This design comes from an exercise in tuning for small area and a short achievable clock period on the open sky130 flow, not from production work. The RTL was checked by simulation tests, not by an equivalence proof against the original design.

==> flow/design.v <==
module bpu_perceptron (
    input  wire        clk,
    input  wire        rst,           
    input  wire        cmd_valid,
    input  wire [39:0] cmd_word,
    output reg         resp_valid,
    output reg  [2:0]  resp,
    output reg  [1:0]  out_class,
    output wire [15:0] misp_count
);
    localparam PC_BITS       = 32;
    localparam NUM_ROWS      = 16;
    localparam H             = 16;
    localparam W_BITS        = 8;
    localparam MISP_BITS     = 16;
    localparam STALL_PENALTY = 2;
    localparam ROW_BITS = $clog2(NUM_ROWS);
    localparam ROW_W    = H * W_BITS;
    localparam DOT_BITS = W_BITS + $clog2(H + 1);
    localparam [2:0] R_FALSE   = 3'b000;
    localparam [2:0] R_TRUE    = 3'b001;
    localparam [2:0] R_STALLED = 3'b010;
    localparam [2:0] R_ACK     = 3'b011;
    localparam [2:0] R_ERR     = 3'b111;
    localparam [1:0] C_NONE   = 2'b00;
    localparam [1:0] C_STALL  = 2'b01;
    localparam [1:0] C_BRANCH = 2'b10;
    localparam [1:0] C_PASS   = 2'b11;
    reg [NUM_ROWS*ROW_W-1:0] w_q;       
    reg [H-1:0]              ph_q;      
    reg [1:0]                stall_q;
    reg [MISP_BITS-1:0]      misp_q;
    assign misp_count = misp_q;
    wire [7:0]         lo    = cmd_word[7:0];
    wire [PC_BITS-1:0] pc    = cmd_word[39:8];
    wire               taken = lo[4];
    wire is_predict = (lo == 8'h00);
    wire is_update  = ((lo & 8'hEF) == 8'h01);
    wire is_cycle   = ((lo & 8'hE3) == 8'h02);
    wire is_branch  = is_cycle && (lo[3:2] == 2'b00);
    wire is_legal   = is_predict || is_update || is_cycle;
    wire [ROW_BITS-1:0] row = pc[ROW_BITS-1:0];
    wire [ROW_W-1:0]    w_row = w_q[row*ROW_W +: ROW_W];
    reg signed [DOT_BITS-1:0] dot;
    integer j;
    always @* begin
        dot = 0;
        for (j = 0; j < H; j = j + 1) begin
            if (ph_q[j])
                dot = dot + {{(DOT_BITS-W_BITS){w_row[j*W_BITS+W_BITS-1]}}, w_row[j*W_BITS +: W_BITS]};
            else
                dot = dot - {{(DOT_BITS-W_BITS){w_row[j*W_BITS+W_BITS-1]}}, w_row[j*W_BITS +: W_BITS]};
        end
    end
    wire pred = (dot >= 0);
    reg [ROW_W-1:0] w_row_trained;
    integer k;
    always @* begin
        for (k = 0; k < H; k = k + 1) begin
            if (ph_q[k] == taken)
                w_row_trained[k*W_BITS +: W_BITS] = w_row[k*W_BITS +: W_BITS] + 1'b1;
            else
                w_row_trained[k*W_BITS +: W_BITS] = w_row[k*W_BITS +: W_BITS] - 1'b1;
        end
    end
    wire stalled   = is_cycle && (stall_q != 2'd0);
    wire do_update = is_update || (is_branch && !stalled);
    wire wrong     = (pred != taken);
    wire do_train  = do_update && wrong;
    wire misp      = is_branch && !stalled && wrong;
    reg [2:0] resp_d;
    reg [1:0] class_d;
    always @* begin
        resp_d  = R_ERR;
        class_d = C_NONE;
        if (is_predict) begin
            resp_d = pred ? R_TRUE : R_FALSE;
        end else if (is_update) begin
            resp_d = R_ACK;
        end else if (is_cycle) begin
            if (stalled) begin
                resp_d  = R_STALLED;
                class_d = C_STALL;
            end else if (is_branch) begin
                resp_d  = misp ? R_TRUE : R_FALSE;
                class_d = C_BRANCH;
            end else begin
                resp_d  = R_FALSE;
                class_d = C_PASS;
            end
        end
    end
    always @(posedge clk) begin
        if (rst) begin
            w_q        <= {NUM_ROWS*ROW_W{1'b0}};
            ph_q       <= {H{1'b0}};
            stall_q    <= 2'd0;
            misp_q     <= {MISP_BITS{1'b0}};
            resp_valid <= 1'b0;
            resp       <= 3'b000;
            out_class  <= C_NONE;
        end else begin
            resp_valid <= cmd_valid;
            resp       <= cmd_valid ? resp_d  : 3'b000;
            out_class  <= cmd_valid ? class_d : C_NONE;
            if (cmd_valid && is_legal) begin
                if (do_train)
                    w_q[row*ROW_W +: ROW_W] <= w_row_trained;
                if (do_update)
                    ph_q <= {taken, ph_q[H-1:1]};
                if (stalled)
                    stall_q <= stall_q - 2'd1;
                else if (misp)
                    stall_q <= STALL_PENALTY;
                if (misp)
                    misp_q <= misp_q + 1'b1;
            end
        end
    end
endmodule
==> flow/run.sh <==
#!/bin/bash
# synth_recipe.tcl (not shown) runs the flow's synth.tcl, then flattens the netlist and writes it again
# the make line also repeats each setting of config.mk as NAME=value (left out here)
make -C /OpenROAD-flow-scripts/flow DESIGN_CONFIG=/design/flow/config.mk WORK_HOME=/design/flow/orfs CLKGATE_MAP_FILE= SYNTH_SCRIPT=/design/flow/synth_recipe.tcl finish
==> flow/config.mk <==
export PLATFORM = sky130hd
export DESIGN_NAME = bpu_perceptron
export DESIGN_NICKNAME = bpu_perceptron
export VERILOG_FILES = /design/flow/design.v
export SDC_FILE = /design/flow/constraint.sdc
export NUM_CORES = 4
export LEC_CHECK = 0
export CAP_MARGIN = 20
export CORE_MARGIN = 2
export CORE_UTILIZATION = 40
export PLACE_DENSITY = 0.6
export SLEW_MARGIN = 20
==> flow/constraint.sdc <==
create_clock -name core_clock -period 20.0 [get_ports {clk}]
set_input_delay 4.0000 -clock core_clock [delete_from_list [all_inputs] [get_ports {clk}]]
set_output_delay 4.0000 -clock core_clock [all_outputs]
set_load 0.01 [all_outputs]
==> results of run 1 <==
==> registers in the layout, indices dropped and copies added, names as in the netlist <==
register and cells:
w_q 2048, misp_q 16, ph_q 16, resp 3, out_class 2, stall_q 2, resp_valid 1
==> worst max path at each step <==
stage	startpoint	endpoint	slack [ps]	cells after the start
after detailed placement	cmd_word[8]	w_q[228]$_SDFFE_PP0P_	60	65
final	cmd_word[8]	w_q[1983]$_SDFFE_PP0P_	740	65
after CTS	cmd_word[8]	w_q[228]$_SDFFE_PP0P_	860	65
after global placement	cmd_word[8]	w_q[1941]$_SDFFE_PP0P_	120	67
after global routing	cmd_word[8]	w_q[1983]$_SDFFE_PP0P_	40	67
after floorplan	cmd_word[8]	misp_q[12]$_SDFFE_PP0P_	20	58
==> what timing repair did <==
action | 4_1_cts | 5_1_grt
buffers inserted | 0 | 6
gates resized for setup | 0 | 4
hold buffers | 0 | 0
hold endpoints to repair | 0 | 0
endpoints found under the setup margin | 0 | 821
==> metal layers <==
metal	GRT usage [%]	vias up	wire length, um
li1	-	36735	-
met1	37.23	43409	149400
met2	45.77	5460	173500
met3	6.427	1152	41680
met4	12.99	2	18790
met5	0	-	11
==> stage by stage <==
stage | worst slack [ps] | hold slack, ps | utilization [%] | instance area, sq um
floorplan | 15.36 | 427.3 | - | 101200
global placement | 115.3 | 439.9 | 41.97 | 105500
detailed placement | 62.07 | 444.9 | 41.97 | 105500
CTS | 862.7 | 455.7 | 44.99 | 113100
global route | 39.33 | 467.4 | 45.02 | 113200
finish | 736.6 | 454.2 | 45.02 | 113200
==> worst max-delay path, delay by kind of cell <==
family,cells,cell delay (ps)
multiplexers,3,1490
AO/OA/AOI/OAI,16,3120
buffers and inverters,6,1270
XOR/XNOR,18,4230
AND/OR/NAND/NOR,6,740
adder cells (fa/ha/maj),16,5090
==> layout make-up <==
class / instances / area (sq um) / share of cell area [%]
multi-input combinational: 6595 / 54510 / 48.16
sequential: 2088 / 41800 / 36.93
clock buffer: 312 / 6327 / 5.590
timing repair buffer: 316 / 4210 / 3.720
tap: 3348 / 4189 / 3.701
clock inverter: 84 / 1254 / 1.108
inverter: 233 / 889.6 / 0.7860
antenna: 1 / 2.502 / 0.002211
==> synth_stat cells, drive strengths merged, types with 113 or more instances <==
| cell type | instances | area share (%) |
|---|---|---|
| nor2 | 574 | 2.1 |
| nor3 | 354 | 1.8 |
| nand4 | 380 | 2.3 |
| clkbuf | 565 | 2.1 |
| ha | 298 | 3.7 |
| inv | 231 | 0.86 |
| a22o | 744 | 6.4 |
| o21ai | 587 | 2.9 |
| mux4 | 572 | 13 |
| a31o | 295 | 2.6 |
| a32o | 380 | 3.8 |
| o21bai | 113 | 0.84 |
| a21oi | 459 | 2.3 |
| nand3 | 164 | 0.82 |
| xnor2 | 286 | 2.5 |
| xor2 | 132 | 1.1 |
| dfxtp | 2088 | 41 |
| nand2 | 611 | 2.3 |
| buf | 424 | 2.2 |
==> kinds of logic after synthesis <==
family | after synthesis
fa+ha+maj | 329
flops | 2088
compound gates | 2907
xor+xnor | 423
buf+inv | 1222
mux | 671
simple gates | 2265
==> flow_summary.toml, run 1 <==
[run_status]
outcome = "timing/DRC/antenna clean"

[hold_path]
hold_class = "reg -> reg"
hp-start = "w_q[1285]$_SDFFE_PP0P_"
min_to = "w_q[1285]$_SDFFE_PP0P_"
worstHoldPathCells = 2

[sta]
period_minus_slack_ps = 19260
setup-tns-final_ps = 0
fin_skew_ps = 77.02
fmax_mhz = 51.91
setup_violations = 0
finalHoldViolations = 0
finalCritPeriodShare_pct = 96.32
rsz0062_at_grt = "no"
maxSlewViolCount = 0
worstMarginPinSlew_ps = 1205
slew_headroom_pct = 19.66

[synthesis]
synth_edf_count = 0
muxShareOfSynthArea_pct = 13.74
synth_top_family_by_area = "compound AO/OA/AOI/OAI gates"
synth_xor_area_share_pct = 3.733
yosysSeqAreaShare_pct = 41.31
syn_area_per_cell_sq_um = 10.21
synth-seq-cells = 2088
synth_fp_nets = 10277
yosys_warnings = 1
synthDistinctLibCells = 79
syn_area_sq_um = 101200
synthFlopType = "dfxtp_1"
synthArstFlopShare_pct = 0
synth_compound_area_share_pct = 21.24
synth_cells = 9905
synthSimpleGateAreaFrac_pct = 10.52
synthAdderAreaFrac_pct = 4.299

[run]
maxCapViolations = 0

[placement]
dp_cells = 12574
place_congestion = 0.9050
hpwlAfterDp_um = 222000
numPortBuffers = 36

[clocking]
clk_pin_slew_worst_paths_ps = 60
cts_buffers = 215
cts_root_buf = "clkbuf_16"
cts.sinks = 2088
htree_levels = 4
cts_buffer_depth = 3
cts_tree = "done"
clock_latency_ps = 920

[global_route]
overflow = 0
grtUsageTotal_pct = 28.76
grt_pass1_vias = 84346
grt_max_degree = 194
grt_pass1_wl_um = 564400
antenna_found_initial = 3

[setup_path]
crit_fanout = 23
worstReg2RegStart = "w_q[769]$_SDFFE_PP0P_"
ff2ff_setup_slack_ps = 3970
ff2ff_path_depth = 64
critPathMaxStageDelay_ps = 660
worst_r2r_endpoint = "w_q[1983]$_SDFFE_PP0P_"
start_kind = "primary input"
end_kind = "register"
worstSetupPathType = "in -> reg"
cp_slowest_cell = "xor3_4"
cp.required_ps = 20820
cp_data_arrival_time_ps = 20080
crit_top_cell = "ha_1"

[cells_and_area]
nFillCells = 23122
layout-drive-gt1-share_pct = 16.57
final_cell_mix = "dfxtp_1, a22o_1, nand2_1, o21ai_0, mux4_2"
final_common_cell = "dfxtp_1"
synthToLayoutAreaGrowth_pct = 11.86
stdcell_count = 12977
nets = 9821

[die]
io_pins = 65
die_area_sq_um = 257000
die_h_um = 506.9
initial_core_util_pct = 40.25
die_width_um = 506.9
core_sq_um = 251400
fp-row-count = 184

[drt]
firstDrtPassIters = 7
vias = 86758
via_per_inst = 6.686
wl_per_cell_um = 29.54
drt-initial-drc-count = 10935
ant_nets = 0
drc = 0
drt-total-wl_um = 383300
==> run 2: changes to the inputs <==
==> flow/design.v (replaced) <==
module bpu_perceptron (
    input  wire        clk,
    input  wire        rst,           
    input  wire        cmd_valid,
    input  wire [39:0] cmd_word,
    output reg         resp_valid,
    output reg  [2:0]  resp,
    output reg  [1:0]  out_class,
    output wire [15:0] misp_count
);
    localparam [2:0] R_FALSE   = 3'b000;
    localparam [2:0] R_TRUE    = 3'b001;
    localparam [2:0] R_STALLED = 3'b010;
    localparam [2:0] R_ACK     = 3'b011;
    localparam [2:0] R_ERR     = 3'b111;
    localparam [1:0] C_NONE   = 2'b00;
    localparam [1:0] C_STALL  = 2'b01;
    localparam [1:0] C_BRANCH = 2'b10;
    localparam [1:0] C_PASS   = 2'b11;
    reg [111:0] wu_q [0:15];    
    reg [15:0]  par_q;          
    reg [15:0]  ph_q;           
    reg [1:0]   stall_q;
    reg [15:0]  misp_q;
    assign misp_count = misp_q;
    wire [7:0] lo    = cmd_word[7:0];
    wire [3:0] row   = cmd_word[11:8];
    wire       taken = lo[4];
    wire is_predict = (lo == 8'h00);
    wire is_update  = ((lo & 8'hEF) == 8'h01);
    wire is_cycle   = ((lo & 8'hE3) == 8'h02);
    wire is_branch  = is_cycle && (lo[3:2] == 2'b00);
    wire is_legal   = is_predict || is_update || is_cycle;
    wire [111:0] u_row = wu_q[row];
    wire         p_row = par_q[row];
    reg [4:0] nneg;
    integer i;
    always @* begin
        nneg = 5'd0;
        for (i = 0; i < 16; i = i + 1)
            nneg = nneg + {4'd0, ~ph_q[i]};
    end
    wire [4:0] kconst = p_row ? 5'd8 : nneg;
    reg [11:0] usum;
    integer j;
    always @* begin
        usum = {7'd0, kconst};
        for (j = 0; j < 16; j = j + 1)
            usum = usum + {5'd0, u_row[j*7+6] ^ ph_q[j], u_row[j*7 +: 6] ^ {6{~ph_q[j]}}};
    end
    wire pred = usum[11] | usum[10];
    reg [111:0] u_trained;
    integer k;
    always @* begin
        for (k = 0; k < 16; k = k + 1) begin
            if (ph_q[k] == taken)
                u_trained[k*7 +: 7] = u_row[k*7 +: 7] + {6'd0, p_row};
            else
                u_trained[k*7 +: 7] = u_row[k*7 +: 7] - {6'd0, ~p_row};
        end
    end
    wire stalled   = is_cycle && (stall_q != 2'd0);
    wire do_update = is_update || (is_branch && !stalled);
    wire wrong     = (pred != taken);
    wire do_train  = cmd_valid && do_update && wrong;
    wire misp      = is_branch && !stalled && wrong;
    reg [2:0] resp_d;
    reg [1:0] class_d;
    always @* begin
        resp_d  = R_ERR;
        class_d = C_NONE;
        if (is_predict) begin
            resp_d = pred ? R_TRUE : R_FALSE;
        end else if (is_update) begin
            resp_d = R_ACK;
        end else if (is_cycle) begin
            if (stalled) begin
                resp_d  = R_STALLED;
                class_d = C_STALL;
            end else if (is_branch) begin
                resp_d  = misp ? R_TRUE : R_FALSE;
                class_d = C_BRANCH;
            end else begin
                resp_d  = R_FALSE;
                class_d = C_PASS;
            end
        end
    end
    wire [111:0] u_wdata = rst ? 112'd0 : u_trained;
    wire         p_wdata = ~rst & ~p_row;
    integer r;
    always @(posedge clk) begin
        for (r = 0; r < 16; r = r + 1) begin
            if (rst || (do_train && row == r)) begin
                wu_q[r]  <= u_wdata;
                par_q[r] <= p_wdata;
            end
        end
    end
    always @(posedge clk) begin
        if (rst) begin
            ph_q       <= 16'd0;
            stall_q    <= 2'd0;
            misp_q     <= 16'd0;
            resp_valid <= 1'b0;
            resp       <= 3'b000;
            out_class  <= C_NONE;
        end else begin
            resp_valid <= cmd_valid;
            resp       <= cmd_valid ? resp_d  : 3'b000;
            out_class  <= cmd_valid ? class_d : C_NONE;
            if (cmd_valid && is_legal) begin
                if (do_update)
                    ph_q <= {taken, ph_q[15:1]};
                if (stalled)
                    stall_q <= stall_q - 2'd1;
                else if (misp)
                    stall_q <= 2'd2;
                if (misp)
                    misp_q <= misp_q + 1'b1;
            end
        end
    end
endmodule
==> run 2 against run 1 <==
  * Setup slack better by 4000 ps
  * Clock-buffer cell count decreased by 76
  * Hold slack better by 52 ps
  * Synthesized cell count is 47% lower
  * Critical path depth fell by 39
  * Via count shrank 39%
==> flow_summary.toml, run 2 <==
[run_status]
outcome = "timing/DRC/antenna clean"

[global_route]
use_met2_pct = 45.53
overflow = 0
grt_use_met1_pct = 40.64
grtUsageTotal_pct = 30.68
grt_pass1_vias = 49831
grt_pass1_wl_um = 427300
grt_max_degree = 100
busiest_layer = "met2"
use_met3_pct = 8.477
antenna_found_initial = 23

[die]
die_h_um = 450.5
fp-row-count = 163
initial_core_util_pct = 40.31
core_sq_um = 197800
io_pins = 65
die_width_um = 450.5
die_area_sq_um = 203000

[sta]
setup_violations = 0
fmax_mhz = 65.70
fin_skew_ps = 57.50
slew_headroom_pct = 17.35
finalHoldViolations = 0
worstMarginPinSlew_ps = 1233
finalCritPeriodShare_pct = 76.10
rsz0062_at_grt = "no"
period_minus_slack_ps = 15220
maxSlewViolCount = 0
setup-tns-final_ps = 0

[clocking]
cts_buffers = 192
cts_tree = "done"
cts.sinks = 1848
clock_latency_ps = 880
cts_root_buf = "clkbuf_16"
clk_pin_slew_worst_paths_ps = 60
ctsHoldBuffers = 0
cts_buffer_depth = 3
htree_levels = 4
ctsResizeCount = 0
cts_setup_buffers = 0

[setup_path]
start_kind = "primary input"
worstSetupPathType = "in -> reg"
cp_data_arrival_time_ps = 15680
cp.required_ps = 20460
crit_fanout = 66
end_kind = "register"

[synthesis]
synth-seq-cells = 1848
synth_top_area_share_pct = 68.08
synthDistinctLibCells = 89
synthFlopType = "edfxtp_1"
yosys_warnings = 2
synthArstFlopShare_pct = 0
syn_area_sq_um = 79750
synth_fp_nets = 5531
yosysMostFrequentCell = "edfxtp_1"
synth_cells = 5226
synth_commonest_cells = "edfxtp_1, a22oi_1, nor2_1"
yosysSeqAreaShare_pct = 69.08
syn_area_per_cell_sq_um = 15.26
yosys-top-cells-area = "edfxtp_1, fa_1, a22oi_1"
synth_edf_count = 1808
synth_top_cell_by_area = "edfxtp_1"

[drt]
firstDrtPassIters = 9
drt-initial-drc-count = 10070
via_per_inst = 6.526
drc = 0
ant_nets = 0
drt-total-wl_um = 317800
vias = 53158
wl_per_cell_um = 39.01

[hold_path]
hold_class = "reg -> reg"

[cells_and_area]
layout-drive-gt1-share_pct = 12.60
final_common_cell = "edfxtp_1"
synthToLayoutAreaGrowth_pct = 12.99
fin_util_pct = 45.55
nets = 5638
top_register = "wu_q"
largest_reg_flops = 1792
final_cell_mix = "edfxtp_1, a22oi_1, a21oi_1, inv_1, nor2_1"
nFillCells = 17268

[placement]
numPortBuffers = 36
place_congestion = 0.9944
hpwlAfterDp_um = 186000

[run]
maxCapViolations = 0
[run 2: routing by layer]
metal  vias up  share of wire [%]
met5         -              0.031
met4        14                6.5
met3       889                 14
met2      4492                 43
met1     27081                 36
li1      20682                  -
[run 2: layout make-up]
class | instances | area [sq um] | area share, %
antenna | 15 | 37.54 | 0.04166
clock buffer | 236 | 4970 | 5.515
tap | 2640 | 3303 | 3.666
timing repair buffer | 231 | 2003 | 2.223
clock inverter | 115 | 1104 | 1.225
multi-input combinational | 2810 | 22660 | 25.15
sequential | 1848 | 55090 | 61.14
inverter | 250 | 940.9 | 1.044
[run 2: worst max-delay path, stage by stage]
cell and delay [ps]:
buf_8 390, buf_4 530, buf_4 560, nor2_4 330, nand2_4 410, buf_12 420
nor2_1 110, a21oi_1 720, xnor2_1 210, fa_1 570, inv_1 80, fa_1 530
fa_1 490, fa_1 550, fa_1 470, fa_1 550, inv_1 60, ha_1 300
and3_1 170, a211oi_1 270, a21oi_1 290, o21ai_1 620, and3_1 270, buf_4 460
a21o_4 1000, buf_4 870
[run 2: worst paths after layout]
check / end / from / cells past startpoint / slack, ps
hold / removal: misp_q[1]$_SDFFE_PP0P_ / misp_q[1]$_SDFFE_PP0P_ / 2 / 510
hold reg to reg: misp_q[1]$_SDFFE_PP0P_ / misp_q[1]$_SDFFE_PP0P_ / 2 / 510
setup reg to reg: wu_q[11][5]$_DFFE_PP_ / ph_q[11]$_SDFFE_PP0P_ / 30 / 8020
setup / recovery: wu_q[11][5]$_DFFE_PP_ / cmd_word[11] / 26 / 4780
[run 2: cells by family (layout without fill, tap and decap cells)]
logic type               Yosys count  in the layout  synth area share [%]
flip-flops                      1848           1848                 69.08
XOR/XNOR                         180            180                 1.994
multiplexers                     289            289                 4.024
buffers and inverters            568            832                 3.177
adder cells (fa/ha/maj)          262            262                 5.278
AND/OR/NAND/NOR                  733            733                 4.595
AO/OA/AOI/OAI                   1346           1346                 11.85
other                              0             15                     0
[run 2: per-stage QoR]
step | setup slack [ps] | instances | instance area [sq um] | hold WS (ps)
global route | 4792 | 8133 | 90080 | 520.4
floorplan | 6583 | 5226 | 79750 | 452.8
detailed placement | 4204 | 7776 | 83900 | 487.8
CTS | 5090 | 8127 | 89980 | 501.4
global placement | 4219 | 7775 | 83880 | 461.8
finish | 4780 | 8145 | 90110 | 506.5

static timing again, ports no longer ideal:
No port has a modelled driver above. Below, the same layouts with a new extraction and two added sets of constraints. Step 1: set_driving_cell puts a clkbuf_16 on clk and a buf_2 on each other input, an assumption about the parent block. Step 2, shift: input delay + t, output delay - t, t = (earliest + latest rising clock arrival at the registers) / 2. This alone moves slack from input paths to output paths. Three values: ideal ports, drivers, drivers and shift; two values: the first two.
| run | shift t [ns] | setup slack, ns | worst data-port slew with drivers (ns) |
|---|---|---|---|
| run 1 | 0.976 | 0.737 / 0.733 / -0.243 | 0.27 |
| run 2 | 0.941 | 4.780 / 4.819 / 3.879 | 0.06 |
Met with ideal ports but missed after step 2: setup timing in run 1. The setup slack of run 1, which loses most, moves by -0.004 ns with the drivers and by -0.980 ns with both steps.
